Background: an optimization exercise with open tools, aiming at small area, a short achievable clock period and few clock cycles. Do not read the settings as production practice. RTL that was checked went through simulation tests only; none was proved equivalent to the original. No functional check of the RTL was part of runs 3 to 6. Power is estimated from default activity; no workload was simulated.

**flow/design.v**
```verilog
module th_ks_add #(parameter W = 32, parameter L = 5) (    
    input  wire [W-1:0] a,
    input  wire [W-1:0] b,
    input  wire         cin,
    output wire [W-1:0] s,
    output wire         cout
);
    wire [W-1:0] p0 = a ^ b;
    wire [W-1:0] g [0:L];
    wire [W-1:0] p [0:L];
    assign g[0] = (a & b) | {{(W-1){1'b0}}, p0[0] & cin};
    assign p[0] = p0;
    genvar l, i;
    generate
        for (l = 0; l < L; l = l + 1) begin : g_lvl
            for (i = 0; i < W; i = i + 1) begin : g_bit
                if (i >= (1 << l)) begin : g_op
                    assign g[l+1][i] = g[l][i] | (p[l][i] & g[l][i-(1<<l)]);
                    assign p[l+1][i] = p[l][i] & p[l][i-(1<<l)];
                end else begin : g_pass
                    assign g[l+1][i] = g[l][i];
                    assign p[l+1][i] = p[l][i];
                end
            end
        end
    endgenerate
    assign s    = p0 ^ {g[L][W-2:0], cin};
    assign cout = g[L][W-1];
endmodule
module th_core (
    input  wire        clk,
    input  wire        rst,           
    input  wire        run_start,
    input  wire [31:0] run_budget,    
    output wire        busy,
    output reg         done,
    output wire [31:0] consumed,
    output reg         refused,
    input  wire        host_wr,
    input  wire [4:0]  host_idx,
    input  wire [15:0] host_wdata,
    input  wire        di_req,
    input  wire [1:0]  irq_line,      
    output wire [31:0] pc_o,
    output wire [31:0] st_o,
    output wire        intout,
    output wire        mem_req,
    output wire        mem_we,
    output wire [27:0] mem_addr,
    output wire [15:0] mem_wdata,
    input  wire        mem_ready,
    input  wire [15:0] mem_rdata
);
    localparam [31:0] ST_INIT   = 32'h0000_0010;
    localparam        IE_BIT    = 21;
    localparam [11:0] K_NOP  = 12'h000;
    localparam [11:0] K_MOVI = 12'h001;
    localparam [11:0] K_ADDI = 12'h002;
    localparam [11:0] K_DSJ  = 12'h003;
    localparam [11:0] K_STL  = 12'h004;
    localparam [11:0] K_LDL  = 12'h005;
    localparam [11:0] K_STW  = 12'h006;
    localparam [11:0] K_LDW  = 12'h007;
    localparam [11:0] K_EINT = 12'h008;
    localparam [11:0] K_DINT = 12'h009;
    localparam [11:0] K_RETI = 12'h00A;
    localparam [11:0] K_JMPA = 12'h00B;
    localparam [11:0] K_TSTOP= 12'h00C;
    localparam I_IDLE = 0,  I_F = 1,  I_O1 = 2,  I_O2 = 3,  I_D1 = 4,  I_D2 = 5,
               I_FIN = 6,   I_BOOT0 = 7, I_BOOT1 = 8,
               I_INT0 = 9,  I_INT1 = 10, I_INT2 = 11, I_INT3 = 12, I_INT4 = 13,
               I_INT5 = 14, I_INT6 = 15, I_INT7 = 16,
               I_R0 = 17,   I_R1 = 18,   I_R2 = 19,   I_R3 = 20,   I_R4 = 21;
    localparam NS = 22;
    reg  [NS-1:0] S;
    reg  [NS-1:0] Sn;
    wire sIDLE = S[I_IDLE], sF = S[I_F], sO1 = S[I_O1], sO2 = S[I_O2], sD1 = S[I_D1], sD2 = S[I_D2];
    wire sFIN = S[I_FIN], sBOOT0 = S[I_BOOT0], sBOOT1 = S[I_BOOT1];
    wire sINT0 = S[I_INT0], sINT1 = S[I_INT1], sINT2 = S[I_INT2], sINT3 = S[I_INT3];
    wire sINT4 = S[I_INT4], sINT5 = S[I_INT5], sINT6 = S[I_INT6], sINT7 = S[I_INT7];
    wire sR0 = S[I_R0], sR1 = S[I_R1], sR2 = S[I_R2], sR3 = S[I_R3], sR4 = S[I_R4];
    reg [31:0] regs [0:15];           
    reg [31:0] pc;
    reg [31:0] st;
    reg [31:0] icounter;              
    reg [31:0] budget;
    reg [31:0] total;
    reg        stop_flag;
    reg        pend_hi, pend_di, pend_wv;
    reg [15:0] io [0:31];
    reg        k_movi, k_addi, k_dsj, k_stl, k_ldl, k_stw, k_ldw, k_jmpa;    
    reg [3:0]  rn;                    
    reg [31:0] an;                    
    reg [15:0] lo;                    
    reg [15:0] wdata;                 
    reg [3:0]  vsel;                  
    reg        nocheck;               
    reg        wb_addi;               
    reg        ioph;                  
    reg [15:0] io_q;
    reg [27:0] abus;                  
    reg        a_en, a_we;            
    wire       a_io = (abus[27:11] == 17'h18000);    
    wire [31:0] sp = regs[15];
    assign busy   = ~sIDLE;
    assign pc_o   = pc;
    assign st_o   = st;
    assign intout = io[15][7];
    assign consumed  = budget;         
    assign mem_req   = a_en & ~a_io;
    assign mem_we    = a_we;
    assign mem_addr  = abus;
    assign mem_wdata = wdata;
    wire [15:0] intpend = {4'b0, pend_wv, pend_di, pend_hi, 6'b0, irq_line[1], irq_line[0], 1'b0};
    wire [15:0] irq     = intpend & io[17];
    wire        nmi     = io[16][8];
    wire        mirq    = st[IE_BIT] & (irq[9] | irq[10] | irq[11] | irq[1] | irq[2]);
    reg [3:0] sel_vsel;
    always @(*) begin
        if (nmi)          sel_vsel = 4'h7;    
        else if (irq[9])  sel_vsel = 4'h6;    
        else if (irq[10]) sel_vsel = 4'h5;    
        else if (irq[11]) sel_vsel = 4'h4;    
        else if (irq[1])  sel_vsel = 4'hE;    
        else              sel_vsel = 4'hD;    
    end
    wire        ok      = a_en & (a_io ? (a_we | ioph) : mem_ready);
    wire [15:0] rd      = a_io ? io_q : mem_rdata;
    wire [4:0]  acc_idx = abus[4:0];
    wire [31:0] cons      = budget - icounter;
    wire [31:0] total_rep = total + budget - icounter;
    reg [15:0] io_rdata;
    always @(*) begin
        if (acc_idx == 5'd18)      io_rdata = intpend;
        else if (acc_idx == 5'd30) io_rdata = total_rep[19:4];
        else                       io_rdata = io[acc_idx];
    end
    wire        bus_io_wr = a_en & a_we & a_io;
    wire        io_wr     = bus_io_wr | (host_wr & sIDLE);
    wire [4:0]  io_widx   = bus_io_wr ? acc_idx : host_idx;
    wire [15:0] io_wdata  = bus_io_wr ? wdata : host_wdata;
    wire        halt_zero = bus_io_wr & (acc_idx == 5'd16) & wdata[15];
    wire loop_go  = ~icounter[31] & (icounter != 32'd0) & ~stop_flag;
    wire f_finish = sF & ~nocheck & ~loop_go;
    wire f_int    = sF & ~nocheck & loop_go & (nmi | mirq);
    wire f_take   = sF & (nocheck | (loop_go & ~nmi & ~mirq)) & ok;
    wire [11:0] rk     = rd[15:4];
    wire        r_one  = (rk == K_NOP) || (rk == K_EINT) || (rk == K_DINT) || (rk == K_TSTOP);
    wire        r_unas = (rk > K_TSTOP);
    wire        r_reti = (rk == K_RETI);
    wire [31:0] add_b = (sINT0 | sINT3) ? 32'hFFFF_FFE0 :
                        (sR2 | sR4)     ? 32'd32 :
                        sO1             ? 32'hFFFF_FFFF : {{16{lo[15]}}, lo};
    wire [31:0] sum;
    th_ks_add #(32, 5) u_sum (.a(an), .b(add_b), .cin(1'b0), .s(sum), .cout());
    wire dsj_taken = (an != 32'd1);
    wire rf_we  = wb_addi | sINT0 | sINT3 | ((sR2 | sR4) & ok)
                | (ok & ((sO1 & k_dsj) | (sO2 & k_movi) | (sD1 & k_ldw) | (sD2 & k_ldl)));
    wire rf_sum = ~(sO2 | sD1 | sD2);
    wire [31:0] rf_wd = rf_sum ? sum : (k_ldw ? {16'd0, rd} : {rd, lo});
    wire [31:0] rf_wd_r = rst ? 32'd0 : rf_wd;
    integer i;
    always @(posedge clk)
        for (i = 0; i < 16; i = i + 1)
            if (rst || (rf_we && rn == i)) regs[i] <= rf_wd_r;
    wire [3:0]  rn_new = (f_int | r_reti) ? 4'd15 : rd[3:0];
    wire [31:0] an_new = (wb_addi && rn == rn_new) ? sum : regs[rn_new];
    wire [15:0] io_wd_r = rst ? 16'd0 : io_wdata;
    wire        nmi_clr = f_int & nmi;
    always @(posedge clk) begin
        for (i = 0; i < 32; i = i + 1)
            if (i != 18 && i != 30 && (rst || (io_wr && io_widx == i))) io[i] <= io_wd_r;
        if (nmi_clr) io[16][8] <= 1'b0;
    end
    wire charge = (f_take & r_one)
                | (ok & ((sO1 & (k_addi | k_dsj)) | (sO2 & (k_movi | k_jmpa))
                       | (sD1 & (k_ldw | k_stw)) | sD2 | sR4 | sINT7));
    wire [4:0]  cost    = sF ? 5'd1 : sO1 ? 5'd2 : (sO2 | sD1) ? 5'd3 : sD2 ? 5'd4 : sR4 ? 5'd8 : 5'd16;
    wire [31:0] icnt_c  = icounter - {27'd0, cost};
    wire [31:0] icnt_c3 = icounter - 32'd3;
    wire [31:0] ncost   = 32'd0 - {27'd0, cost};
    wire        take3   = sO1 & k_dsj & dsj_taken;
    wire [31:0] icnt_next = halt_zero ? (charge ? ncost : 32'd0)
                          : charge ? (take3 ? icnt_c3 : icnt_c) : icounter;
    wire [27:0] pcw_inc  = pc[31:4] + 28'd1;
    wire [27:0] abus_inc = abus + 28'd1;
    wire [27:0] dsj_tgt  = pcw_inc + {{12{rd[15]}}, rd};
    wire        br_take  = sO1 & k_dsj & dsj_taken;    
    wire [31:0] rdlo     = {rd, lo};
    localparam A_HOLD = 0, A_PC = 1, A_PCI = 2, A_TGT = 3, A_RDLO = 4, A_INC = 5,
               A_SUM = 6, A_SP = 7, A_VEC = 8;
    reg [3:0] asel;
    reg       n_en, n_we;
    always @(*) begin
        Sn   = S;
        asel = A_HOLD;
        n_en = a_en;
        n_we = a_we;
        if (sBOOT0 && ok) begin Sn[I_BOOT0] = 1'b0; Sn[I_BOOT1] = 1'b1; asel = A_INC; end
        if (sBOOT1 && ok) begin Sn[I_BOOT1] = 1'b0; Sn[I_IDLE]  = 1'b1; n_en = 1'b0; end
        if (sIDLE && run_start && !io[16][15]) begin
            Sn[I_IDLE] = 1'b0; Sn[I_F] = 1'b1; asel = A_PC; n_en = 1'b1; n_we = 1'b0;
        end
        if (f_finish || sFIN) begin
            Sn[I_F] = 1'b0; Sn[I_FIN] = 1'b0; Sn[I_IDLE] = 1'b1; n_en = 1'b0;
        end
        if (f_int) begin Sn[I_F] = 1'b0; Sn[I_INT0] = 1'b1; n_en = 1'b0; end
        if (f_take) begin
            asel = A_PCI;
            if (!r_one) begin
                Sn[I_F] = 1'b0;
                if (r_unas)      begin Sn[I_FIN] = 1'b1; n_en = 1'b0; end
                else if (r_reti) begin Sn[I_R0]  = 1'b1; n_en = 1'b0; end
                else                   Sn[I_O1]  = 1'b1;
            end
        end
        if (sO1 && ok) begin
            Sn[I_O1] = 1'b0;
            asel = A_PCI;                     
            if (k_addi || k_dsj) Sn[I_F]  = 1'b1;
            else                 Sn[I_O2] = 1'b1;
        end
        if (sO2 && ok) begin
            Sn[I_O2] = 1'b0;
            if (k_movi)      begin Sn[I_F] = 1'b1; asel = A_PCI; end
            else if (k_jmpa) begin Sn[I_F] = 1'b1; asel = A_RDLO; end
            else begin
                Sn[I_D1] = 1'b1; asel = A_RDLO;
                n_we = k_stl | k_stw;
            end
        end
        if (sD1 && ok) begin
            Sn[I_D1] = 1'b0;
            if (k_ldw || k_stw) begin Sn[I_F] = 1'b1; asel = A_PC; n_we = 1'b0; end
            else                begin Sn[I_D2] = 1'b1; asel = A_INC; end
        end
        if (sD2 && ok) begin Sn[I_D2] = 1'b0; Sn[I_F] = 1'b1; asel = A_PC; n_we = 1'b0; end
        if (sINT0) begin Sn[I_INT0] = 1'b0; Sn[I_INT1] = 1'b1; asel = A_SUM; n_en = 1'b1; n_we = 1'b1; end
        if (sINT1 && ok) begin Sn[I_INT1] = 1'b0; Sn[I_INT2] = 1'b1; asel = A_INC; end
        if (sINT2 && ok) begin Sn[I_INT2] = 1'b0; Sn[I_INT3] = 1'b1; n_en = 1'b0; end
        if (sINT3) begin Sn[I_INT3] = 1'b0; Sn[I_INT4] = 1'b1; asel = A_SUM; n_en = 1'b1; n_we = 1'b1; end
        if (sINT4 && ok) begin Sn[I_INT4] = 1'b0; Sn[I_INT5] = 1'b1; asel = A_INC; end
        if (sINT5 && ok) begin Sn[I_INT5] = 1'b0; Sn[I_INT6] = 1'b1; asel = A_VEC; n_we = 1'b0; end
        if (sINT6 && ok) begin Sn[I_INT6] = 1'b0; Sn[I_INT7] = 1'b1; asel = A_INC; end
        if (sINT7 && ok) begin Sn[I_INT7] = 1'b0; Sn[I_F] = 1'b1; asel = A_RDLO; end
        if (sR0) begin Sn[I_R0] = 1'b0; Sn[I_R1] = 1'b1; asel = A_SP; n_en = 1'b1; n_we = 1'b0; end
        if (sR1 && ok) begin Sn[I_R1] = 1'b0; Sn[I_R2] = 1'b1; asel = A_INC; end
        if (sR2 && ok) begin Sn[I_R2] = 1'b0; Sn[I_R3] = 1'b1; asel = A_SUM; end
        if (sR3 && ok) begin Sn[I_R3] = 1'b0; Sn[I_R4] = 1'b1; asel = A_INC; end
        if (sR4 && ok) begin Sn[I_R4] = 1'b0; Sn[I_F] = 1'b1; asel = A_RDLO; end
    end
    reg [27:0] na;
    always @(*) begin
        case (asel)
            A_PC:    na = pc[31:4];
            A_PCI:   na = pcw_inc;
            A_RDLO:  na = rdlo[31:4];
            A_INC:   na = abus_inc;
            A_SUM:   na = sum[31:4];
            A_SP:    na = sp[31:4];
            A_VEC:   na = {23'h7FFFFF, vsel[3:0], 1'b0};
            default: na = abus;
        endcase
    end
    wire finish = f_finish | sFIN;
    always @(posedge clk) begin
        if (rst) begin
            S         <= {{(NS-1){1'b0}}, 1'b1} << I_BOOT0;
            abus      <= 28'hFFFFFFE;
            a_en      <= 1'b1;
            a_we      <= 1'b0;
            pend_hi   <= 1'b0;
            pend_di   <= 1'b0;
            pend_wv   <= 1'b0;
            pc        <= 32'd0;
            st        <= ST_INIT;
            icounter  <= 32'd0;
            budget    <= 32'd0;
            total     <= 32'd0;
            stop_flag <= 1'b0;
            k_movi    <= 1'b0;
            k_addi    <= 1'b0;
            k_dsj     <= 1'b0;
            k_stl     <= 1'b0;
            k_ldl     <= 1'b0;
            k_stw     <= 1'b0;
            k_ldw     <= 1'b0;
            k_jmpa    <= 1'b0;
            rn        <= 4'd0;
            an        <= 32'd0;
            lo        <= 16'd0;
            wdata     <= 16'd0;
            vsel      <= 4'd0;
            nocheck   <= 1'b0;
            wb_addi   <= 1'b0;
            ioph      <= 1'b0;
            io_q      <= 16'd0;
            done      <= 1'b0;
            refused   <= 1'b0;
        end else begin
            S       <= Sn;
            abus    <= na;
            a_en    <= n_en;
            a_we    <= n_we;
            done    <= 1'b0;
            wb_addi <= 1'b0;
            if (a_en & a_io & ~a_we & ~ioph) begin
                ioph <= 1'b1;
                io_q <= io_rdata;
            end else begin
                ioph <= 1'b0;
            end
            if (io_wr) begin
                if (io_widx == 5'd15 && !io[15][3] && io_wdata[3])
                    pend_hi <= 1'b1;
                if (io_widx == 5'd18) begin
                    if (!io_wdata[9])  pend_hi <= 1'b0;
                    if (!io_wdata[10]) pend_di <= 1'b0;
                    if (!io_wdata[11]) pend_wv <= 1'b0;
                end
            end
            if (di_req && sIDLE)
                pend_di <= 1'b1;
            icounter <= icnt_next;
            if (f_take || f_int) begin
                rn <= rn_new;
                an <= an_new;
            end else if (rf_we) begin
                an <= rf_wd;
            end
            if (finish) begin
                budget   <= cons;
                total    <= total_rep;
                done     <= 1'b1;
            end
            if (sBOOT0 && ok) lo <= rd;
            if (sBOOT1 && ok) pc <= rdlo;
            if (sIDLE && run_start) begin
                refused   <= 1'b0;
                budget    <= run_budget;
                icounter  <= run_budget;
                stop_flag <= 1'b0;
                nocheck   <= 1'b0;
                if (io[16][15]) begin
                    budget   <= 32'd0;
                    done     <= 1'b1;
                end
            end
            if (f_int) vsel <= sel_vsel;
            if (f_take) begin
                k_movi  <= (rk == K_MOVI);
                k_addi  <= (rk == K_ADDI);
                k_dsj   <= (rk == K_DSJ);
                k_stl   <= (rk == K_STL);
                k_ldl   <= (rk == K_LDL);
                k_stw   <= (rk == K_STW);
                k_ldw   <= (rk == K_LDW);
                k_jmpa  <= (rk == K_JMPA);
                pc      <= {pcw_inc, 4'b0};
                nocheck <= 1'b0;
                if (rk == K_EINT)  st[IE_BIT] <= 1'b1;
                if (rk == K_DINT)  st[IE_BIT] <= 1'b0;
                if (rk == K_TSTOP) stop_flag  <= 1'b1;
                if (r_unas)        refused    <= 1'b1;
            end
            if (sO1 && ok) begin
                lo <= rd;
                pc <= {pcw_inc, 4'b0};
                if (k_addi) wb_addi <= 1'b1;
            end
            if (sO2 && ok) begin
                pc    <= k_jmpa ? rdlo : {pcw_inc, 4'b0};
                wdata <= an[15:0];
            end
            if (sD1 && ok) begin
                lo    <= rd;
                wdata <= an[31:16];
            end
            if (sINT0)        wdata <= pc[15:0];
            if (sINT1 && ok)  wdata <= pc[31:16];
            if (sINT3)        wdata <= st[15:0];
            if (sINT4 && ok)  wdata <= st[31:16];
            if (sINT5 && ok)  st    <= ST_INIT;
            if (sINT6 && ok)  lo    <= rd;
            if (sINT7 && ok) begin
                pc      <= rdlo;
                nocheck <= 1'b1;
            end
            if (sR1 && ok) lo <= rd;
            if (sR2 && ok) st <= rdlo;
            if (sR3 && ok) lo <= rd;
            if (sR4 && ok) pc <= rdlo;
            if (br_take && ok) begin
                pc   <= {dsj_tgt, 4'b0};
                abus <= dsj_tgt;
            end
        end
    end
endmodule
```
**flow/flow/run.sh**
```bash
#!/bin/bash
set -euo pipefail
bash standard.sh SETUP_SLACK_MARGIN=7 finish > orfs_make.log 2>&1
```
**flow/standard.sh**
```bash
#!/bin/bash
# synth_recipe.tcl (not shown) runs the flow's synth.tcl, then flattens the netlist and writes it again
# the make line also repeats each setting of config.mk as NAME=value (left out here)
make -C /OpenROAD-flow-scripts/flow DESIGN_CONFIG=/design/flow/config.mk WORK_HOME=/design/flow/orfs CLKGATE_MAP_FILE= SYNTH_SCRIPT=/design/flow/synth_recipe.tcl "${@:-finish}"
```
**flow/config.mk**
```make
export PLATFORM = sky130hd
export DESIGN_NAME = th_core
export DESIGN_NICKNAME = th_core
export VERILOG_FILES = /design/flow/design.v
export SDC_FILE = /design/flow/constraint.sdc
export NUM_CORES = 4
export LEC_CHECK = 0
export CAP_MARGIN = 20
export CORE_MARGIN = 2
export CORE_UTILIZATION = 40
export CTS_BUF_LIST = sky130_fd_sc_hd__clkbuf_8
export SLEW_MARGIN = 20
export TNS_END_PERCENT = 2
```
**flow/constraint.sdc**
```tcl
create_clock -name core_clock -period 12.0 [get_ports {clk}]
set_input_delay 2.4000 -clock core_clock [delete_from_list [all_inputs] [get_ports {clk}]]
set_output_delay 2.4000 -clock core_clock [all_outputs]
set_load 0.01 [all_outputs]
```
==> key figures, run 1 <==
Timing
  – RSZ-0062 raised after global routing: yes
  – Fin. max-slew vios: 0
  – Worst Tran Pin Value: 1.17 ns
  – Max Clock Skew: 0.0667 ns
  – Tcrit/Tclk final: a little over two fifths
  – Setup_tns: 0 ns
  – Hold Vio Cnt, Final: 0
  – Fmax: roughly 0.19 GHz
  – Setup violations, final: 0
  – Headroom to the max-slew limit: between 20% and 30%
  – Fin crit period: about 5.3 ns

Critical path
  – Worst Reg-to-Reg Cells: 15
  – CP max-delay cell: nor2_1
  – Max stage delay on crit path: 0.95 ns
  – Crit path capture type: flop
  – First element of the critical path: mem_ready
  – Critical path class: input port to flop
  – Buf/Inv on CP: 2
  – Critical Path Fanout Max: 15
  – CP required: roughly 13 ns
  – Flop2flop setup slack: between 6 and 7 ns
  – Worst setup SP type: input port
  – Worst R2R Start: S[9]
  – Critical-path cell list: clkdlybuf4s50_1 -> o211ai_1 -> nand2_4 -> buf_4 -> nand2_1 -> a221oi_4 -> nand2_2 -> nor2_1 -> a221oi_1 -> a22o_1 -> o21ai_1
  – Levels on crit path: 11
  – Cell family with most CP delay: simple AND/OR/NAND/NOR gates
  – FF-to-FF End: regs[8][21]
  – Crit path DAT: roughly 6.2 ns

Floorplanning
  – Die area: 153,000 sq um
  – Die Wd: 392 microns
  – Starting Density: about 40%
  – CORE AREA: 150,000 sq um
  – # IOs: 223
  – # rows: roughly 140
  – Die height: 392 microns

Place
  – I/O Buffers: between 200 and 250
  – Post-detail-place hpwl: 160 mm
  – Gpl congestion: roughly 0.99

Global routing
  – Grt total ovfl: 0
  – Global-route wire length before repair: ~340 mm
  – Initial antenna violation count: 14
  – Largest net degree at the start of global routing: between 100 and 150
  – Vias in the first global route: about 46,000
  – Total Routing Usage GR: roughly a third

Pwr
  – Pwr/cell area: between 150 and 200 nW/um^2
  – P_leak: 25.4 nW
  – Max VDD drop: between 90 and 100 uV

Synthesis
  – Number of synthesized register bits: approximately 1,300
  – Netlist cell types: 94
  – Share of the yosys chip area belonging to registers: between 50% and 60%
  – Primary FF master, synth: edfxtp_1
  – Net count after synthesis: approximately 5,500
  – FFs w/ async S/R, synth: 0%
  – Syn Area/Cell: ~11 sq um
  – EDFF count, synth: ~990
  – Area of the mapped netlist: around 60,000 sq um
  – Syn Inst Count: ~5,200
  – Syn. warnings: 4

Layout
  – Fill cell count: 13,681
  – Share of layout cells above drive strength 1: about an eighth
  – Fin nets: between 5,000 and 6,000
  – Layout Area Growth over Synthesis: 16.9%
  – Register Area: around 36,000 sq um
  – Final Util: ~47%
  – Multi-input gate area: 23,300 sq um

Drt
  – Initial drt markers: roughly 7,300
  – Final WL: approximately 250 mm
  – Via Count: approximately 50,000
  – DR pass1 iterations: 6
  – DRT antenna net count: 0
  – Via/cell ratio: around 6.4
  – Routed len/inst: 31.8 microns
  – Number of remaining DRC errors: 0

Flow run
  – Max-cap viol count: 0

Clock tree
  – Clk sink count: 1,296
  – Worst-case clock buffer depth: 3
  – Root Driver: clkbuf_8
  – TritonCTS buffer count: a little over 200
  – Clock Pin Slew Worst Setup and Hold Paths: ~0.06 ns
  – Post-CTS Hold Buffers: 0
  – Worst-skew pair later-pin latency: 1.00 ns
  – CTS tree: yes
  – H-tree depth: 4

Min path
  – Worst Hold Launch: total[6]
  – Hold WC Path Type: flop to flop
  – WHS Path Cells: 2
  – Sink of the worst hold path: total[6]

Outcome
  – Status: complete, no violations
==> Yosys cell counts, drive strengths merged, types with 10 or more instances <==
cell	number	area (sq um)
a21o	49	368
nor2b	24	150
or3	29	181
o221ai	13	114
ha	121	1510
nand3	146	731
o31ai	15	113
a22oi	279	2100
clkbuf	254	953
fa	23	460
o211ai	53	403
edfxtp	991	29800
a2111oi	23	201
a311oi	17	149
o21ai	218	1090
o21a	36	270
a221o	18	180
nand3b	10	75.1
nand2	417	1570
a211oi	116	876
nand2b	29	181
and3	42	263
nor4b	12	136
mux2i	67	671
o22ai	19	119
nor4	31	225
a22o	80	701
buf	59	304
a222oi	43	430
a211o	19	166
a31oi	30	188
or4	10	78.8
inv	156	586
a21oi	341	1710
and2	27	169
or2	12	75.1
xnor2	97	850
dfxtp	305	6110
o2111ai	10	87.6
nor2	486	1830
a221oi	138	1210
nand4	97	607
nor3	102	522
xor2	51	447
==> where the power goes <==
part           leakage [nW]  internal (W)  switching, W
Combinational          10.5      0.000660       0.00126
Sequential             12.6       0.00515      0.000203
Clock                  2.28       0.00184       0.00188
==> routing by layer <==
layer / global-route usage [%] / up-vias / routed length (microns)
li1: - / 21055 / -
met1: 44.2 / 24612 / 100000
met2: 46.1 / 3328 / 106000
met3: 8.19 / 494 / 30700
met4: 12.0 / 18 / 9910
met5: 0 / - / 113
==> kinds of logic after synthesis <==
logic type | count (synthesis) | synth area share, %
compound gates | 1609 | 18.8
xor+xnor | 148 | 2.16
fa+ha+maj | 144 | 3.28
buf+inv | 475 | 3.10
flops | 1296 | 59.7
mux | 75 | 1.27
simple gates | 1502 | 11.7
==> flip-flops by register name (all words and copies together), names as in the netlist, 4 cells and up <==
register,flops
lo,16
budget,32
pc,32
an,32
total,20
io,480
abus,28
wdata,16
st,32
regs,512
rn,4
vsel,4
S,22
icounter,32
io_q,16
==> worst reg2reg max path, cell delays in order, from the launching register on <==
cell and delay, ns:
dfxtp_1 0.35, buf_6 0.22, or2_2 0.46, nor3_4 0.35, nand2_1 0.12, ha_1 0.33, o21a_1 0.21, o211a_1 0.26
o221ai_1 0.34, a31oi_2 0.21, nand3_1 0.17, nand2_1 0.08, xnor2_1 0.56, nor2_1 0.08, a21oi_1 0.52, nor2_1 0.39
==> cell type report <==
class / count / share of cell area, %
flip-flops and latches: 1296 / 51.1
multi-input cells: 3479 / 33.2
repair buffers: 426 / 5.47
clock buffers: 223 / 4.37
well taps: 2016 / 3.59
clock inverters: 154 / 1.31
inverters: 162 / 0.917
diodes: 11 / 0.0392
==> metrics by stage <==
step	power, W	cells	instance area (sq um)	hold WS [ns]	worst slack [ns]
finish	0.0110	7767	70200	0.448	6.73
global placement	0.00725	7343	65300	0.438	4.95
detailed placement	0.00726	7343	65300	0.443	4.88
CTS	0.0110	7745	69800	0.452	6.79
global route	0.0114	7761	70200	0.471	6.70
floorplan	0.00646	5249	60200	0.432	6.46
==> what timing repair did <==
item / in CTS / in global routing
resized for setup: 92 / 56
gates cloned: 1 / 0
endpoints found under the setup margin: 532 / 510
buffers inserted: 24 / 9
pin swaps: 16 / 7
==> worst max path at each step <==
stage                            to  slack [ns]
after floorplan              pc[30]        6.46
after global placement       pc[31]        4.95
after detailed placement     pc[31]        4.88
after CTS                 wdata[10]        6.79
after global routing         pc[28]        6.70
final                      abus[10]        6.73
==> cells in the final DEF, fill, tap and decap left out, drive strengths merged, types with 17 or more instances in the layout <==
cell | Yosys | routed
a311oi | 17 | 17
clkinv | 6 | 86
o211ai | 53 | 53
mux2i | 67 | 67
clkbuf | 254 | 225
and3 | 42 | 42
nor2b | 24 | 24
a211oi | 116 | 116
nand2 | 417 | 417
nand4 | 97 | 97
dfxtp | 305 | 305
a22oi | 279 | 279
ha | 121 | 121
inv | 156 | 221
a222oi | 43 | 43
clkdlybuf4s50 | 0 | 218
fa | 23 | 23
a221o | 18 | 18
o21ai | 218 | 218
o21a | 36 | 36
nor3 | 102 | 102
edfxtp | 991 | 991
nand3 | 146 | 146
nand2b | 29 | 29
or3 | 29 | 29
a221oi | 138 | 138
and2 | 27 | 27
a31oi | 30 | 30
a21oi | 341 | 341
o22ai | 19 | 19
a211o | 19 | 19
a22o | 80 | 80
a21o | 49 | 49
xnor2 | 97 | 97
buf | 59 | 204
a2111oi | 23 | 23
nor4 | 31 | 31
xor2 | 51 | 51
nor2 | 486 | 486
Testbench counts, summed over its fixed seeds: cycles 182,188.
==> inputs of run 2 (changes only) <==
==> flow/flow/run.sh (replaced) <==
#!/bin/bash
set -euo pipefail
bash standard.sh SETUP_SLACK_MARGIN=9 finish > orfs_make.log 2>&1
==> key figures, run 2 <==
Outcome
  – Status: complete, no violations

Pwr
  – Clock power frac: between 30% and 40%
  – P_leak: 27.6 nW
  – Sw Ratio: between 30% and 40%
  – P_int: approximately 0.0078 W
  – Pwr/cell area: roughly 150 nW/um^2
  – Comb power frac: between 10% and 20%
  – Sequential Power Share: between 40% and 50%
  – Max VDD drop: 96.7 uV
  – Switching pwr: between 0.003 and 0.004 W

Floorplanning
  – Die Wd: slightly below 400 microns
  – # rows: roughly 140
  – CORE AREA: around 150,000 sq um
  – Starting Density: about two fifths
  – Die area: ~150,000 sq um
  – # IOs: approximately 220
  – Die height: ~390 microns

Critical path
  – Flop2flop setup slack: about 7.3 ns
  – Worst setup SP type: flop
  – Worst R2R Start: abus[24]
  – Critical Path Fanout Max: 3
  – Critical-path cell list: clkdlybuf4s50_1
  – Levels on crit path: 1
  – Crit path DAT: between 2 and 3 ns
  – Cell family with most CP delay: flip-flops
  – CP required: between 9 and 10 ns
  – Crit path capture type: output pin
  – Max stage delay on crit path: between 0.8 and 0.9 ns
  – CP max-delay cell: dfxtp_1
  – Critical path class: flop to output pin
  – Buf/Inv on CP: 1
  – Worst Reg-to-Reg Cells: 20
  – FF-to-FF End: abus[24]

Place
  – Placed inst area: ~66,000 sq um
  – Post-detail-place hpwl: roughly 160 mm
  – I/O Buffers: 222
  – Gpl congestion: approximately 1.0

Synthesis
  – Net count after synthesis: roughly 5,500
  – Most common cell in the netlist: edfxtp_1
  – Primary FF master, synth: edfxtp_1
  – Area of the mapped netlist: approximately 60,000 sq um
  – EDFF count, synth: 991
  – Syn Area/Cell: between 10 and 15 sq um
  – Share of the yosys chip area belonging to registers: between 50% and 60%
  – Yosys top cell area share: slightly below 50%
  – Netlist cell types: 94
  – Yosys top cell by area: edfxtp_1
  – Main area contributors after synthesis: edfxtp_1 (50%), dfxtp_1 (10%), a22oi_1 (3.5%)
  – Syn Inst Count: around 5,200
  – Post-synth top cells: edfxtp_1 (991), nor2_1 (483), nand2_1 (416), a21oi_1 (340), dfxtp_1 (305)
  – Number of synthesized register bits: approximately 1,300
  – Syn. warnings: 4
  – FFs w/ async S/R, synth: 0%

Timing
  – Worst Tran Pin Value: roughly 1.2 ns
  – Hold Vio Cnt, Final: 0
  – Tcrit/Tclk final: approximately two fifths
  – Setup violations, final: 0
  – Fin crit period: slightly below 5 ns
  – RSZ-0062 raised after global routing: yes
  – Fin. max-slew vios: 0
  – Fmax: a little over 0.2 GHz
  – Headroom to the max-slew limit: 22.1%
  – Max Clock Skew: roughly 0.056 ns
  – Setup_tns: 0 ns

Min path
  – Worst Hold Launch: stop_flag
  – WHS Path Cells: 2
  – Sink of the worst hold path: stop_flag
  – Hold WC Path Type: flop to flop

Drt
  – Via Count: approximately 52,000
  – DR pass1 iterations: 7
  – Number of remaining DRC errors: 0
  – DRT antenna net count: 0
  – Via/cell ratio: between 6 and 7
  – Initial drt markers: around 8,600
  – Final WL: roughly 270 mm
  – Routed len/inst: around 33 microns

Clock tree
  – CTS tree: yes
  – Root Driver: clkbuf_8
  – Post-CTS Hold Buffers: 0
  – TritonCTS buffer count: slightly above 200
  – Clk sink count: between 1,000 and 1,500
  – Worst-skew pair later-pin latency: between 0.9 and 1 ns
  – Worst-case clock buffer depth: 3
  – Clock Pin Slew Worst Setup and Hold Paths: around 0.06 ns
  – H-tree depth: 4

Layout
  – Fill cell count: between 10,000 and 15,000
  – Largest register FFs: between 500 and 600
  – Commonest non-fill, non-tap cells in the layout: edfxtp_1 (991), nor2_1 (442), nand2_1 (379)
  – Top reg by flops: regs
  – Commonest non-fill, non-tap cell in the layout: edfxtp_1
  – Final non-filler cell area: approximately 75,000 sq um
  – Share of layout cells above drive strength 1: 19.9%
  – Fin nets: ~6,000
  – Biggest regs: regs x512, io x480
  – Layout Area Growth over Synthesis: 24.7%

Global routing
  – Grt total ovfl: 0
  – Largest net degree at the start of global routing: 85
  – Vias in the first global route: approximately 47,000
  – Global-route wire length before repair: roughly 350 mm
  – Total Routing Usage GR: a little under a third
  – Initial antenna violation count: 14

Flow run
  – Max-cap viol count: 0
==> run 2: cell counts after synthesis <==
Identical to the previous run, type by type.
==> run 2: tightest hold or removal path, cell delays in order (launching register included) <==
cell,delay [ns]
dfxtp_1,0.31
nand2_1,0.05
a21oi_1,0.05
==> run 2: how the worst max path moves through the flow <==
stage	startpoint	end	slack (ns)
floorplan	mem_rdata[0]	pc[30]	6.46
global placement	mem_rdata[0]	pc[28]	5.11
detailed placement	mem_rdata[0]	pc[28]	5.14
CTS	abus[23]	mem_req	7.10
global route	abus[19]	mem_req	7.05
finish	wdata[12]	mem_wdata[12]	7.06
==> run 2: cells by family (layout without fill, tap and decap cells) <==
| group | Yosys count | after routing | share of synthesized area, % |
|---|---|---|---|
| mux | 75 | 75 | 1.27 |
| flops | 1296 | 1296 | 59.7 |
| other cells | 0 | 10 | 0 |
| simple gates | 1502 | 1512 | 11.7 |
| buf+inv | 475 | 1199 | 3.10 |
| compound gates | 1609 | 1610 | 18.8 |
| fa+ha+maj | 144 | 144 | 3.28 |
| xor+xnor | 148 | 148 | 2.16 |
==> run 2: final cells by class <==
cell class / instances / area [sq um] / area share [%]
diodes: 10 / 25.0 / 0.0334
repair buffers: 668 / 6860 / 9.16
clock buffers: 216 / 2970 / 3.97
flip-flops and latches: 1296 / 36000 / 48.0
clock inverters: 153 / 1060 / 1.41
inverters: 162 / 661 / 0.882
multi-input cells: 3489 / 24900 / 33.2
well taps: 2016 / 2520 / 3.37
==> run 2: power by group through the flow <==
| stage | logic, W | registers [W] | clock network [W] |
|---|---|---|---|
| final | 0.00212 | 0.00536 | 0.00379 |
| after global routing | 0.00222 | 0.00537 | 0.00400 |
| after CTS | 0.00193 | 0.00534 | 0.00382 |
| after detailed placement | 0.00182 | 0.00543 | 0 |
| after global placement | 0.00181 | 0.00542 | 0 |
| after floorplan | 0.00112 | 0.00535 | 0 |
==> run 2: metal layers <==
| layer | global-route usage, % | up-vias | wire length, microns |
|---|---|---|---|
| met3 | 9.41 | 754 | 38900 |
| met2 | 46.5 | 4158 | 112000 |
| met5 | 0 | - | 95 |
| met1 | 43.5 | 25463 | 100000 |
| met4 | 14.6 | 14 | 14800 |
| li1 | - | 21574 | - |
==> run 2: repair_timing <==
action	4_1_cts	5_1_grt
setup endpoints to repair	2433	2432
cloned	10	33
gates resized for setup	242	446
setup buffers	117	137
pin swaps	66	186
==> run 2: through the flow <==
| step | setup WS (ns) | std cells | utilization, % | total power [W] | hold slack (ns) |
|---|---|---|---|---|---|
| after floorplan | 6.46 | 5249 | - | 0.00647 | 0.432 |
| after global placement | 5.11 | 7331 | 43.8 | 0.00723 | 0.439 |
| after detailed placement | 5.14 | 7332 | 43.8 | 0.00725 | 0.442 |
| after CTS | 7.10 | 7828 | 47.8 | 0.0111 | 0.451 |
| after global routing | 7.05 | 8004 | 50.1 | 0.0116 | 0.469 |
| final | 7.06 | 8010 | 50.1 | 0.0113 | 0.448 |
==> inputs of run 3 (changes only) <==
--- a/flow/design.v
+++ b/flow/design.v
@@ -128,7 +128,7 @@
     wire [15:0] rd      = a_io ? io_q : mem_rdata;
     wire [4:0]  acc_idx = abus[4:0];
     wire [31:0] cons      = budget - icounter;
-    wire [31:0] total_rep = total + budget - icounter;
+    wire [31:0] total_rep = total + cons;
     reg [15:0] io_rdata;
     always @(*) begin
         if (acc_idx == 5'd18)      io_rdata = intpend;
@@ -175,13 +175,12 @@
     wire charge = (f_take & r_one)
                 | (ok & ((sO1 & (k_addi | k_dsj)) | (sO2 & (k_movi | k_jmpa))
                        | (sD1 & (k_ldw | k_stw)) | sD2 | sR4 | sINT7));
-    wire [4:0]  cost    = sF ? 5'd1 : sO1 ? 5'd2 : (sO2 | sD1) ? 5'd3 : sD2 ? 5'd4 : sR4 ? 5'd8 : 5'd16;
+    wire [4:0]  cost    = sF ? 5'd1 : sO1 ? ((k_dsj & dsj_taken) ? 5'd3 : 5'd2) :
+                          (sO2 | sD1) ? 5'd3 : sD2 ? 5'd4 : sR4 ? 5'd8 : 5'd16;
     wire [31:0] icnt_c  = icounter - {27'd0, cost};
-    wire [31:0] icnt_c3 = icounter - 32'd3;
     wire [31:0] ncost   = 32'd0 - {27'd0, cost};
-    wire        take3   = sO1 & k_dsj & dsj_taken;
     wire [31:0] icnt_next = halt_zero ? (charge ? ncost : 32'd0)
-                          : charge ? (take3 ? icnt_c3 : icnt_c) : icounter;
+                          : charge ? icnt_c : icounter;
     wire [27:0] pcw_inc  = pc[31:4] + 28'd1;
     wire [27:0] abus_inc = abus + 28'd1;
     wire [27:0] dsj_tgt  = pcw_inc + {{12{rd[15]}}, rd};
==> flow/flow/run.sh (replaced) <==
#!/bin/bash
set -euo pipefail
bash standard.sh SETUP_SLACK_MARGIN=8 "BUFFER_PORTS_ARGS=-buffer_cell sky130_fd_sc_hd__buf_4" finish > orfs_make.log 2>&1
--- a/flow/config.mk
+++ b/flow/config.mk
@@ -10,4 +10,4 @@
 export CORE_UTILIZATION = 40
 export CTS_BUF_LIST = sky130_fd_sc_hd__clkbuf_8
 export SLEW_MARGIN = 20
-export TNS_END_PERCENT = 2
+export TNS_END_PERCENT = 5
==> key figures, run 3 <==
Outcome
  – Status: complete, no violations

Synthesis
  – Most common cell in the netlist: edfxtp_1
  – Syn Inst Count: 5,189
  – Synth Area in XOR/XNOR: between 2 and 2.5%
  – Post-synth top cells: edfxtp_1 (991), nor2_1 (457), nand2_1 (456), a21oi_1 (332), dfxtp_1 (305)
  – Syn. warnings: 4
  – Netlist cell types: 93
  – Simple-gate share of the synthesized area: about an eighth
  – Share of the yosys chip area belonging to registers: 60.2%
  – Mux cell area share after synthesis: 1.59%
  – Yosys top cell area share: between 40% and 50%
  – Area of the mapped netlist: between 50,000 and 60,000 sq um
  – Primary FF master, synth: edfxtp_1
  – Main area contributors after synthesis: edfxtp_1 (50%), dfxtp_1 (10%), a22oi_1 (3.7%)
  – EDFF count, synth: between 900 and 1,000
  – Synth Area in Adders: 2.73%
  – Main combinational cell family by area after synthesis: compound AO/OA/AOI/OAI gates
  – Syn Area/Cell: approximately 11 sq um
  – FFs w/ async S/R, synth: 0%
  – Net count after synthesis: about 5,400
  – Synth Area in Compound Gates: between 10% and 20%
  – Yosys top cell by area: edfxtp_1
  – Number of synthesized register bits: roughly 1,300

Clock tree
  – Clock Pin Slew Worst Setup and Hold Paths: approximately 0.09 ns
  – Post-CTS Hold Buffers: 0
  – TritonCTS buffer count: around 220
  – CTS tree: yes
  – H-tree depth: 4
  – Worst-skew pair later-pin latency: 1.03 ns
  – Worst-case clock buffer depth: 3
  – Root Driver: clkbuf_8
  – Clk sink count: between 1,000 and 1,500

Global routing
  – Largest net degree at the start of global routing: 81
  – Grt total ovfl: 0
  – Vias in the first global route: approximately 48,000
  – Initial antenna violation count: 17
  – Global-route wire length before repair: 381 mm
  – Total Routing Usage GR: a little over a third

Pwr
  – P_leak: 27.6 nW
  – Max VDD drop: about 110 uV
  – Pwr/cell area: roughly 160 nW/um^2

Critical path
  – FF-to-FF End: pc[27]
  – Critical Path Fanout Max: 2
  – Max stage delay on crit path: 0.38 ns
  – Worst setup SP type: flop
  – Critical path class: flop to output pin
  – First element of the critical path: abus[23]
  – Flop2flop setup slack: slightly above 7 ns
  – Worst Reg-to-Reg Cells: 17
  – Crit path capture type: output pin
  – CP required: between 9 and 10 ns
  – CP max-delay cell: dfxtp_4
  – Buf/Inv on CP: 4
  – Critical path destination: mem_req
  – Crit path DAT: between 2 and 3 ns
  – Most frequent CP cell: buf_6
  – Critical-path cell list: nor4_4 -> buf_4 -> nand3_4 -> nor4b_4 -> buf_6 -> buf_12 -> nor2b_4 -> buf_6
  – Worst R2R Start: pc[5]
  – Levels on crit path: 8
  – Cell family with most CP delay: simple AND/OR/NAND/NOR gates

Floorplanning
  – Die area: between 150,000 and 200,000 sq um
  – CORE AREA: 148,000 sq um
  – # IOs: ~220
  – Die Wd: about 390 microns
  – Starting Density: just over 40%
  – # rows: 141
  – Die height: around 390 microns

Layout
  – Biggest regs: regs x512, io x480
  – Largest register FFs: between 500 and 600
  – Register Area: about 36,000 sq um
  – Commonest non-fill, non-tap cell in the layout: edfxtp_1
  – Fill cell count: around 13,000
  – Multi-input gate area: 24,800 sq um
  – Final Util: between 50 and 60%
  – Fin nets: approximately 5,900
  – Share of layout cells above drive strength 1: a little under a quarter
  – Top reg by flops: regs
  – Commonest non-fill, non-tap cells in the layout: edfxtp_1 (991), buf_4 (514), nand2_1 (444)
  – Layout Area Growth over Synthesis: 24.6%

Timing
  – Fmax: 0.201 GHz
  – Fin. max-slew vios: 0
  – Worst Tran Pin Value: approximately 1.2 ns
  – Headroom to the max-slew limit: approximately 21%
  – Tcrit/Tclk final: between 40% and 50%
  – Hold Vio Cnt, Final: 0
  – Setup violations, final: 0
  – Setup_tns: 0 ns
  – RSZ-0062 raised after global routing: yes
  – Max Clock Skew: 0.121 ns
  – Fin crit period: 4.98 ns

Place
  – Gpl congestion: between 0.9 and 1
  – I/O Buffers: 222
  – Post-detail-place hpwl: between 150 and 200 mm

Drt
  – DRT antenna net count: 0
  – Via Count: approximately 52,000
  – DR pass1 iterations: 9
  – Initial drt markers: between 8,000 and 9,000
  – Via/cell ratio: 6.65
  – Routed len/inst: 35.5 microns
  – Number of remaining DRC errors: 0
  – Final WL: ~280 mm

Flow run
  – Max-cap viol count: 0

Min path
  – Hold WC Path Type: flop to flop
-- run 3: cell count changes after synthesis, sizes merged, moves of 17 or more --
| cell | before | now |
|---|---|---|
| fa | 23 | 5 |
| o21ai | 218 | 243 |
| a222oi | 43 | 60 |
| nand2 | 417 | 456 |
| mux2i | 67 | 84 |
| inv | 156 | 105 |
| a22o | 80 | 56 |
| nor2 | 486 | 460 |
| a221oi | 138 | 118 |
-- run 3: cells by family (layout without fill, tap and decap cells) --
group	after synthesis	count (layout)
compound gates	1588	1593
xor+xnor	150	150
fa+ha+maj	127	127
buf+inv	436	1137
flops	1296	1296
mux	93	93
other cells	0	12
simple gates	1499	1502
-- run 3: layout make-up --
class                      count  area share (%)
sequential                  1296            48.4
multi-input combinational   3465            33.4
timing repair buffer         638            8.25
clock buffer                 234            4.34
tap                         1930            3.26
clock inverter               156            1.62
inverter                     109           0.636
antenna                       12          0.0405
-- run 3: what timing repair did --
item,in CTS,in global routing
cloned,33,0
setup buffers,162,40
endpoints found under the setup margin,1982,1652
resized for setup,475,138
pin swaps,218,66
-- run 3: through the flow --
stage	cell area [sq um]	hold slack [ns]	worst slack, ns	std cells	total power (W)
after global routing	74100	0.481	7.00	7830	0.0121
after floorplan	59800	0.428	6.49	5189	0.00652
after global placement	64400	0.442	5.35	7202	0.00744
final	74200	0.458	7.02	7840	0.0118
after detailed placement	64400	0.453	5.18	7202	0.00746
after CTS	73000	0.460	7.01	7787	0.0116
-- run 3: worst min path at each step --
stage                     slack [ns]   endpoint  cells after the start       from
after floorplan                 0.43      k_stl                      2      k_stl
after global placement          0.44      k_stl                      2      k_stl
after detailed placement        0.45   total[0]                      2   total[0]
after CTS                       0.46  total[15]                      2  total[15]
after global routing            0.48   total[0]                      2   total[0]
final                           0.46      k_stl                      2      k_stl
-- run 3: tightest hold or removal path, delay by kind of cell, from the launching register on --
family / cells / cell delay [ns]
AND/OR/NAND/NOR: 1 / 0.05
flip-flops: 1 / 0.31
AO/OA/AOI/OAI: 1 / 0.05
-- run 3: where the power goes --
part           total [W]  switching (W)  internal, W
clock            0.00401        0.00200      0.00201
sequential       0.00537       0.000223      0.00515
combinational    0.00244        0.00158     0.000856
-- run 3: routing by layer --
metal | vias to the layer above | share of wire (%) | global-route usage, %
li1 | 21329 | - | -
met1 | 25861 | 38 | 46.9
met2 | 4045 | 43 | 52.2
met3 | 846 | 13 | 11.0
met4 | 16 | 6.3 | 19.4
met5 | - | 0.058 | 0
==> inputs of run 4 (changes only) <==
==> flow/flow/run.sh (replaced) <==
#!/bin/bash
set -euo pipefail
bash standard.sh SETUP_SLACK_MARGIN=8 finish > orfs_make.log 2>&1
==> key figures, run 4 <==
Timing
  – Hold Vio Cnt, Final: 0
  – Hold slack: between 0.4 and 0.5 ns
  – Fin crit period: a little over 5 ns
  – Worst Tran Pin Value: between 1 and 1.5 ns
  – Setup_tns: 0 ns
  – Fin. max-slew vios: 0
  – Setup violations, final: 0
  – Fmax: about 0.19 GHz
  – Tcrit/Tclk final: about 43%
  – Max Clock Skew: roughly 0.08 ns
  – RSZ-0062 raised after global routing: yes
  – Headroom to the max-slew limit: 20.4%

Layout
  – Largest register FFs: 512
  – Layout Area Growth over Synthesis: 23.4%
  – Fin nets: between 5,000 and 6,000
  – Commonest non-fill, non-tap cells in the layout: edfxtp_1 (991), nand2_1 (445), nor2_1 (429)
  – Final non-filler cell area: 73,400 sq um
  – Top reg by flops: regs
  – Post-route insts no fill: slightly below 8,000
  – Multi-input gate area: about 24,000 sq um
  – Biggest regs: regs x512, io x480
  – Final Util: between 40 and 50%
  – Register Area: between 30,000 and 40,000 sq um
  – Fill cell count: 13,181
  – Commonest non-fill, non-tap cell in the layout: edfxtp_1
  – Share of layout cells above drive strength 1: between 10% and 20%

Drt
  – Final WL: around 270 mm
  – Routed len/inst: between 30 and 40 microns
  – DRT antenna net count: 0
  – Number of remaining DRC errors: 0
  – Initial drt markers: 8,259
  – DR pass1 iterations: 6
  – Via/cell ratio: between 6 and 7
  – Via Count: approximately 51,000

Critical path
  – Crit path DAT: just over 6 ns
  – Critical path class: input port to flop
  – Cell family with most CP delay: compound AO/OA/AOI/OAI gates
  – CP max-delay cell: a2111oi_2
  – FF-to-FF End: abus[27]
  – Worst Reg-to-Reg Cells: 23
  – Critical Path Fanout Max: 8
  – Worst setup SP type: input port
  – Max stage delay on crit path: around 0.40 ns
  – CP required: between 10 and 15 ns
  – Worst R2R Start: abus[19]
  – Buf/Inv on CP: 5
  – Crit path capture type: flop
  – Flop2flop setup slack: 6.89 ns
  – Critical-path cell list: dlygate4sd2_1 -> mux2i_4 -> buf_8 -> clkinv_4 -> ha_4 -> o21ai_1 -> o21a_1 -> o31a_1 -> o211ai_1 -> a2111oi_2 -> o21ba_2 -> o31ai_4 -> buf_4 -> buf_12 -> a221oi_4 -> xnor2_2 -> o32ai_1 -> a21oi_1

Synthesis
  – Syn Area/Cell: 11.5 sq um
  – Most common cell in the netlist: edfxtp_1
  – FFs w/ async S/R, synth: 0%
  – Syn. warnings: 4
  – Netlist cell types: between 90 and 100
  – Syn Inst Count: 5,189
  – Primary FF master, synth: edfxtp_1
  – EDFF count, synth: just under 1,000
  – Post-synth top cells: edfxtp_1 (991), nor2_1 (457), nand2_1 (456), a21oi_1 (332), dfxtp_1 (305)
  – Number of synthesized register bits: about 1,300
  – Yosys top cell by area: edfxtp_1
  – Area of the mapped netlist: about 60,000 sq um
  – Net count after synthesis: ~5,400
  – Yosys top cell area share: between 40% and 50%
  – Main area contributors after synthesis: edfxtp_1 (50%), dfxtp_1 (10%), a22oi_1 (3.7%)
  – Share of the yosys chip area belonging to registers: about 60%

Global routing
  – Total Routing Usage GR: between 30% and 40%
  – Global-route wire length before repair: ~370 mm
  – Initial antenna violation count: 16
  – Grt total ovfl: 0
  – Vias in the first global route: roughly 48,000
  – Largest net degree at the start of global routing: 179

Floorplanning
  – Die Wd: 390 microns
  – Starting Density: about two fifths
  – # rows: around 140
  – Die height: approximately 390 microns
  – CORE AREA: about 150,000 sq um
  – Die area: roughly 150,000 sq um
  – # IOs: ~220

Min path
  – Worst Hold Launch: k_ldl
  – Hold WC Path Type: flop to flop
  – Sink of the worst hold path: k_ldl
  – WHS Path Cells: 2

Pwr
  – P_leak: 26.8 nW
  – Sequential Power Share: between 40% and 50%
  – Comb power frac: just over 20%
  – Max VDD drop: about 100 uV
  – Sw Ratio: a little under a third
  – Clock power frac: around a third
  – P_int: slightly below 0.008 W
  – Switching pwr: 0.00370 W
  – Pwr/cell area: 158 nW/um^2

Place
  – Placed cells: 7,197
  – Gpl congestion: between 0.9 and 1
  – Post-detail-place hpwl: 168 mm
  – Placed inst area: about 65,000 sq um
  – I/O Buffers: 222

Clock tree
  – TritonCTS buffer count: about 220
  – CTS tree: yes
  – H-tree depth: 4
  – Worst-case clock buffer depth: 3
  – Clock Pin Slew Worst Setup and Hold Paths: around 0.070 ns
  – Clk sink count: 1,296
  – Post-CTS Hold Buffers: 0
  – Root Driver: clkbuf_8
  – Worst-skew pair later-pin latency: 1.00 ns

Outcome
  – Status: complete, no violations

Flow run
  – Max-cap viol count: 0
## run 4: cell counts after synthesis
No cell type changed its count.
## run 4: cell type report
type                       instances  area share, %
inverter                         109          0.635
clock buffer                     235           4.40
clock inverter                   165           1.38
sequential                      1296           48.9
tap                             1930           3.29
antenna                           10         0.0341
multi-input combinational       3462           33.1
timing repair buffer             594           8.27
## run 4: worst max-delay path by stage
stage	startpoint	end	cells after the start
final	mem_rdata[2]	abus[27]	18
after CTS	abus[19]	mem_req	7
after global placement	mem_rdata[0]	pc[30]	16
after global routing	abus[19]	abus[27]	23
after detailed placement	mem_rdata[0]	pc[30]	16
after floorplan	mem_rdata[0]	pc[30]	16
## run 4: power groups by stage
stage	registers, W	clock network [W]	logic (W)
floorplan	0.00536	0	0.00116
global placement	0.00545	0	0.00199
detailed placement	0.00546	0	0.00201
CTS	0.00537	0.00387	0.00213
global route	0.00539	0.00406	0.00244
finish	0.00538	0.00385	0.00234
## run 4: logic make-up after synthesis
kind of cell,Yosys count,synth area share (%)
adders and majority gates,127,2.73
muxes,93,1.59
xor gates and xnor gates,150,2.21
buffers and inverters,436,2.86
and+or+nand+nor,1499,11.7
DFF,1296,60.2
AOI/OAI and AO/OA,1588,18.7
## run 4: worst reg2reg max path: cells and delay by family (launching register included)
kind                       cells  cell delay (ns)
and+or+nand+nor                3             0.71
adders and majority gates      1             0.28
muxes                          1             0.29
DFF                            1             0.37
buffers and inverters          7             1.08
xor gates and xnor gates       1             0.12
AOI/OAI and AO/OA             10             2.14
## run 4: routing by layer
layer	wire, microns	up-vias	track usage (%)
met2	117000	3925	51.6
met1	100000	25566	44.2
met5	42	-	0
li1	-	21245	-
met4	17100	6	19.2
met3	35900	748	10.1
## run 4: stage by stage
stage,worst slack [ns],total power [W]
floorplan,6.49,0.00652
detailed placement,4.83,0.00746
global route,6.76,0.0119
CTS,6.96,0.0114
global placement,4.91,0.00744
finish,6.81,0.0116
## run 4: what timing repair did
item | 4_1_cts | 5_1_grt
pin swaps | 141 | 65
buffers inserted | 129 | 37
resized for setup | 428 | 125
cloned | 21 | 6
endpoints found under the setup margin | 2072 | 1724
==> inputs of run 5 (changes only) <==
--- a/flow/design.v
+++ b/flow/design.v
@@ -92,7 +92,6 @@
     reg [3:0]  rn;                    
     reg [31:0] an;                    
     reg [15:0] lo;                    
-    reg [15:0] wdata;                 
     reg [3:0]  vsel;                  
     reg        nocheck;               
     reg        wb_addi;               
@@ -110,6 +109,9 @@
     assign mem_req   = a_en & ~a_io;
     assign mem_we    = a_we;
     assign mem_addr  = abus;
+    wire [15:0] wdata = sD1   ? an[15:0]  : sD2   ? an[31:16] :
+                        sINT1 ? pc[15:0]  : sINT2 ? pc[31:16] :
+                        sINT4 ? st[15:0]  : st[31:16];
     assign mem_wdata = wdata;
     wire [15:0] intpend = {4'b0, pend_wv, pend_di, pend_hi, 6'b0, irq_line[1], irq_line[0], 1'b0};
     wire [15:0] irq     = intpend & io[17];
@@ -288,7 +290,6 @@
             rn        <= 4'd0;
             an        <= 32'd0;
             lo        <= 16'd0;
-            wdata     <= 16'd0;
             vsel      <= 4'd0;
             nocheck   <= 1'b0;
             wb_addi   <= 1'b0;
@@ -369,16 +370,10 @@
             end
             if (sO2 && ok) begin
                 pc    <= k_jmpa ? rdlo : {pcw_inc, 4'b0};
-                wdata <= an[15:0];
             end
             if (sD1 && ok) begin
                 lo    <= rd;
-                wdata <= an[31:16];
             end
-            if (sINT0)        wdata <= pc[15:0];
-            if (sINT1 && ok)  wdata <= pc[31:16];
-            if (sINT3)        wdata <= st[15:0];
-            if (sINT4 && ok)  wdata <= st[31:16];
             if (sINT5 && ok)  st    <= ST_INIT;
             if (sINT6 && ok)  lo    <= rd;
             if (sINT7 && ok) begin
==> flow/flow/run.sh (replaced) <==
#!/bin/bash
set -euo pipefail
bash standard.sh SETUP_SLACK_MARGIN=8 "BUFFER_PORTS_ARGS=-buffer_cell sky130_fd_sc_hd__buf_4" finish > orfs_make.log 2>&1
==> key figures, run 5 <==
Timing
  – Max Clock Skew: about 0.1 ns
  – RSZ-0062 raised after global routing: yes
  – Setup ws final: between 6 and 7 ns
  – Worst Tran Pin Value: ~1.2 ns
  – Headroom to the max-slew limit: between 10% and 20%
  – Tcrit/Tclk final: between 40% and 50%
  – Fmax: 0.186 GHz
  – Fin crit period: between 5 and 6 ns
  – Fin. max-slew vios: 0
  – Hold Vio Cnt, Final: 0
  – Setup violations, final: 0
  – Setup_tns: 0 ns

Synthesis
  – Number of synthesized register bits: between 1,000 and 1,500
  – Main area contributors after synthesis: edfxtp_1 (50%), dfxtp_1 (9.8%), a22oi_1 (3.8%)
  – Post-synth top cells: edfxtp_1 (991), nor2_1 (477), nand2_1 (444), a21oi_1 (326), a22oi_1 (302)
  – Syn Area/Cell: 11.4 sq um
  – Most common cell in the netlist: edfxtp_1
  – Syn Inst Count: between 5,000 and 6,000
  – EDFF count, synth: 991
  – Yosys top cell by area: edfxtp_1
  – Area of the mapped netlist: 59,100 sq um
  – Netlist cell types: 89
  – Yosys top cell area share: around half
  – Primary FF master, synth: edfxtp_1
  – Syn. warnings: 4
  – FFs w/ async S/R, synth: 0%
  – Share of the yosys chip area belonging to registers: between 60% and 70%
  – Net count after synthesis: about 5,400

Critical path
  – Critical Path Fanout Max: 25
  – CP required: ~9.6 ns
  – Worst Reg-to-Reg Cells: 21
  – Most frequent CP cell: buf_4
  – Critical path class: flop to output pin
  – FF-to-FF End: pc[24]
  – Worst setup SP type: flop
  – Crit path DAT: 2.98 ns
  – Critical-path cell list: buf_4 -> a21oi_1 -> o21ai_2 -> buf_4
  – CP max-delay cell: dfxtp_2
  – Worst R2R Start: abus[17]
  – Crit path capture type: output pin
  – Max stage delay on crit path: a little under 0.7 ns
  – Flop2flop setup slack: 7.24 ns

Drt
  – Number of remaining DRC errors: 0
  – Initial drt markers: roughly 7,000
  – Routed len/inst: 33.4 microns
  – DR pass1 iterations: 9
  – Via Count: slightly above 50,000
  – Final WL: around 260 mm
  – Via/cell ratio: ~6.6
  – DRT antenna net count: 0

Clock tree
  – Clk sink count: approximately 1,300
  – Post-CTS Hold Buffers: 0
  – CTS tree: yes
  – Root Driver: clkbuf_8
  – Worst-case clock buffer depth: 3
  – TritonCTS buffer count: 210
  – Clock Pin Slew Worst Setup and Hold Paths: roughly 0.06 ns
  – H-tree depth: 4
  – Worst-skew pair later-pin latency: between 1 and 1.5 ns

Floorplanning
  – # rows: roughly 140
  – Die Wd: just under 400 microns
  – # IOs: 223
  – Die area: 151,000 sq um
  – Die height: slightly below 400 microns
  – CORE AREA: between 100,000 and 150,000 sq um
  – Starting Density: about two fifths

Global routing
  – Grt total ovfl: 0
  – Largest net degree at the start of global routing: 129
  – Total Routing Usage GR: about a third
  – Global-route wire length before repair: about 350 mm
  – Initial antenna violation count: 12
  – Vias in the first global route: roughly 47,000

Outcome
  – Status: complete, no violations

Place
  – Gpl congestion: between 1 and 1.5
  – I/O Buffers: roughly 220
  – Post-detail-place hpwl: between 150 and 200 mm
  – DP Worst Slack: 5.47 ns

Flow run
  – Max-cap viol count: 0

Pwr
  – P_leak: about 26 nW
  – Pwr/cell area: between 150 and 200 nW/um^2
  – Max VDD drop: ~100 uV

Layout
  – Largest register FFs: 512
  – Share of layout cells above drive strength 1: 22.7%
  – Layout Area Growth over Synthesis: 22.1%
  – Top reg by flops: regs
  – Biggest regs: regs x512, io x480
  – Commonest non-fill, non-tap cell in the layout: edfxtp_1
  – Commonest non-fill, non-tap cells in the layout: edfxtp_1 (991), buf_4 (480), nor2_1 (436)
  – Fin nets: slightly below 6,000

Min path
  – Worst Hold Launch: S[9]
  – WHS Path Cells: 1
  – Sink of the worst hold path: S[9]
  – Hold WC Path Type: flop to flop
-- run 5: cell count changes after synthesis, sizes merged, moves of 16 or more --
cell	change
a221oi	+39
a222oi	-33
clkbuf	+22
dfxtp	-16
mux2i	-35
nor2	+21
o21ai	-26
-- run 5: kinds of logic (layout without fill, tap and decap cells) --
group,Yosys count,count (layout),synth area share (%)
AOI/OAI and AO/OA,1597,1597,19.0
xor gates and xnor gates,161,161,2.39
adders and majority gates,127,127,2.75
buffers and inverters,429,1056,2.82
DFF,1280,1280,60.2
muxes,56,56,0.964
other,0,6,0
and+or+nand+nor,1521,1528,11.9
-- run 5: stage by stage --
step	util [%]	area, sq um	std cells	total power (W)	hold WS [ns]
finish	49.0	72100	7741	0.0112	0.449
CTS	47.7	70200	7665	0.0110	0.455
floorplan	-	59400	5171	0.00627	0.427
detailed placement	43.4	63800	7164	0.00705	0.447
global route	49.0	72100	7736	0.0115	0.480
global placement	43.4	63800	7164	0.00704	0.436
-- run 5: final cells by class --
| class | instances | area (sq um) |
|---|---|---|
| sequential | 1280 | 35600 |
| timing repair buffer | 569 | 4930 |
| antenna | 6 | 15.0 |
| tap | 1930 | 2410 |
| inverter | 95 | 432 |
| fill | 13077 | 75000 |
| clock buffer | 228 | 3140 |
| multi-input combinational | 3469 | 24500 |
| clock inverter | 164 | 1140 |
-- run 5: what timing repair did --
item                                     CTS  global route
setup buffers                            102            63
resized for setup                        297           272
pin swaps                                 79            94
cloned                                     7             6
hold endpoints to repair                   0             0
endpoints found under the setup margin  1964          1592
-- run 5: worst max-delay path by stage --
stage                  from            to  slack (ns)  cells after the start
2_1_floorplan  mem_rdata[0]        pc[30]        6.59                     17
3_3_place_gp    irq_line[0]      abus[27]        5.52                     11
3_5_place_dp    irq_line[0]      abus[27]        5.47                     11
4_1_cts               S[13]  mem_wdata[7]        6.60                     12
5_1_grt               S[13]  mem_wdata[1]        6.54                     12
6_report               S[5]  mem_wdata[4]        6.62                      4
-- run 5: worst max-delay path: cells and delay by family (launching register included) --
kind	cells	cell delay [ns]
compound gates	2	0.64
buf+inv	2	0.67
flops	1	0.68
-- run 5: report_power, final --
| part | switching, W | internal (W) | total [W] |
|---|---|---|---|
| registers | 0.000175 | 0.00508 | 0.00525 |
| logic | 0.00133 | 0.000691 | 0.00202 |
| clock network | 0.00193 | 0.00196 | 0.00390 |
-- run 5: layer usage --
layer	vias to the layer above	share of wire, %	routed length (microns)	GRT usage, %
li1	21071	-	-	-
met1	25228	38	99300	43.6
met2	3664	43	112000	48.7
met3	735	13	33900	10.5
met4	10	5.2	13500	14.9
met5	-	0.021	54	0
==> inputs of run 6 (changes only) <==
--- a/flow/config.mk
+++ b/flow/config.mk
@@ -7,7 +7,8 @@
 export LEC_CHECK = 0
 export CAP_MARGIN = 20
 export CORE_MARGIN = 2
-export CORE_UTILIZATION = 40
+export CORE_UTILIZATION = 50
 export CTS_BUF_LIST = sky130_fd_sc_hd__clkbuf_8
+export PLACE_DENSITY = 0.65
 export SLEW_MARGIN = 20
 export TNS_END_PERCENT = 5
==> key figures, run 6 <==
Outcome
  – Status: complete, no violations

Drt
  – Via Count: ~51,000
  – Via/cell ratio: a little under 7
  – Initial drt markers: 7,970
  – DRT antenna net count: 0
  – Routed len/inst: ~34 microns

Synthesis
  – Area of the mapped netlist: approximately 59,000 sq um
  – Number of synthesized register bits: ~1,300
  – Share of the yosys chip area belonging to registers: roughly 60%
  – Syn Area/Cell: 11.4 sq um
  – Yosys top cell area share: between 50% and 60%
  – Main area contributors after synthesis: edfxtp_1 (50%), dfxtp_1 (9.8%), a22oi_1 (3.8%)
  – Yosys top cell by area: edfxtp_1
  – Syn Inst Count: 5,171
  – Netlist cell types: just under 90
  – FFs w/ async S/R, synth: 0%
  – EDFF count, synth: 991
  – Post-synth top cells: edfxtp_1 (991), nor2_1 (477), nand2_1 (444), a21oi_1 (326), a22oi_1 (302)
  – Most common cell in the netlist: edfxtp_1
  – Syn. warnings: 4

Timing
  – Worst Tran Pin Value: 1.16 ns
  – Headroom to the max-slew limit: 22.0%
  – Fmax: approximately 0.18 GHz
  – Max Clock Skew: roughly 0.063 ns
  – Fin. max-slew vios: 0
  – Hold Vio Cnt, Final: 0
  – Tcrit/Tclk final: about 46%
  – RSZ-0062 raised after global routing: yes
  – Fin crit period: 5.52 ns
  – Setup violations, final: 0

Place
  – Placed cells: around 6,800
  – Post-detail-place hpwl: around 150 mm

Critical path
  – First element of the critical path: S[13]
  – Critical path class: flop to output pin
  – CP max-delay cell: dfxtp_4
  – Critical Path Fanout Max: 6
  – Buf/Inv on CP: 3
  – Worst R2R Start: abus[23]
  – Worst setup SP type: flop
  – Cell family with most CP delay: compound AO/OA/AOI/OAI gates
  – Worst Reg-to-Reg Cells: 20
  – Crit path DAT: 3.12 ns
  – Flop2flop setup slack: slightly above 7 ns
  – FF-to-FF End: pc[22]

Global routing
  – Vias in the first global route: 47,246
  – Largest net degree at the start of global routing: 95
  – Total Routing Usage GR: 40.9%
  – Grt total ovfl: 0

Clock tree
  – Root Driver: clkbuf_8
  – Post-CTS Hold Buffers: 0
  – Clk sink count: 1,280
  – TritonCTS buffer count: roughly 200
  – Worst-case clock buffer depth: 3
  – Worst-skew pair later-pin latency: 1.00 ns

Floorplanning
  – Starting Density: 50.2%
  – Die Wd: 348 microns
  – CORE AREA: approximately 120,000 sq um
  – # IOs: 223
  – # rows: 126
  – Die height: around 350 microns

Pwr
  – Pwr/cell area: around 150 nW/um^2
  – Max VDD drop: around 140 uV

Layout
  – Largest register FFs: between 500 and 600
  – Commonest non-fill, non-tap cells in the layout: edfxtp_1 (991), buf_4 (537), nor2_1 (446)
  – Layout Area Growth over Synthesis: 23.6%
  – Top reg by flops: regs
  – Post-route insts no fill: approximately 7,400

Min path
  – WHS Path Cells: 2
  – Worst Hold Launch: total[18]
  – Hold WC Path Type: flop to flop

Flow run
  – Max-cap viol count: 0
## run 6: cell type report
type	count	area (sq um)
antenna	10	25.0
tap	1536	1920
clock buffer	216	2970
fill	9405	44600
timing repair buffer	660	6300
inverter	95	414
multi-input combinational	3475	24800
sequential	1280	35600
clock inverter	161	935
## run 6: metal layers
| metal | wire length (microns) | track usage, % | up-vias |
|---|---|---|---|
| li1 | - | - | 21285 |
| met1 | 93400 | 52.9 | 25164 |
| met2 | 109000 | 60.3 | 3899 |
| met3 | 34400 | 13.0 | 919 |
| met4 | 18300 | 24.3 | 8 |
| met5 | 57 | 0 | - |
## run 6: logic make-up after synthesis
family	Yosys count	share of synthesized area (%)
compound gates	1597	19.0
xor+xnor	161	2.39
fa+ha+maj	127	2.75
buf+inv	429	2.82
flops	1280	60.2
mux	56	0.964
simple gates	1521	11.9
## run 6: repair_timing
| action | 4_1_cts | 5_1_grt |
|---|---|---|
| resized for setup | 482 | 219 |
| pin swaps | 160 | 82 |
| buffers inserted | 186 | 58 |
| gates cloned | 33 | 1 |
| endpoints found under the setup margin | 1716 | 1432 |
## run 6: where the power goes
| group | total, W | switching, W | internal [W] | leakage [nW] |
|---|---|---|---|---|
| clock network | 0.00366 | 0.00187 | 0.00179 | 2.29 |
| registers | 0.00526 | 0.000183 | 0.00508 | 12.5 |
| logic | 0.00201 | 0.00128 | 0.000728 | 12.5 |
## run 6: worst max-delay path by stage
| stage | to | slack [ns] | cells after the start |
|---|---|---|---|
| finish | mem_wdata[5] | 6.48 | 11 |
| global route | mem_wdata[12] | 6.49 | 11 |
| CTS | mem_wdata[0] | 6.53 | 12 |
| detailed placement | abus[27] | 5.39 | 14 |
| global placement | abus[26] | 5.04 | 9 |
| floorplan | pc[30] | 6.59 | 17 |
## run 6: worst min-delay path: stages, from the launching register on
cell,delay [ns]
dfxtp_1,0.31
nand2_1,0.05
a21oi_1,0.05
## run 6: metrics by stage
stage	worst slack (ns)	instance area (sq um)	util [%]	hold WS [ns]	power, W
after CTS	6.53	71600	60.9	0.461	0.0108
after floorplan	6.59	59400	-	0.427	0.00627
final	6.48	73000	62.1	0.460	0.0109
after global routing	6.49	73000	62.1	0.485	0.0112
after detailed placement	5.39	63300	53.8	0.452	0.00699
after global placement	5.04	63300	53.8	0.441	0.00697

Re-timed with assumed drivers on the ports (clkbuf_16 on the clock, buf_2 on other inputs), run 6 has 6.395 ns of setup slack against 6.479 ns with ideal ports, and 6.097 ns once port delays also move by the mid clock arrival of 1.056 ns.
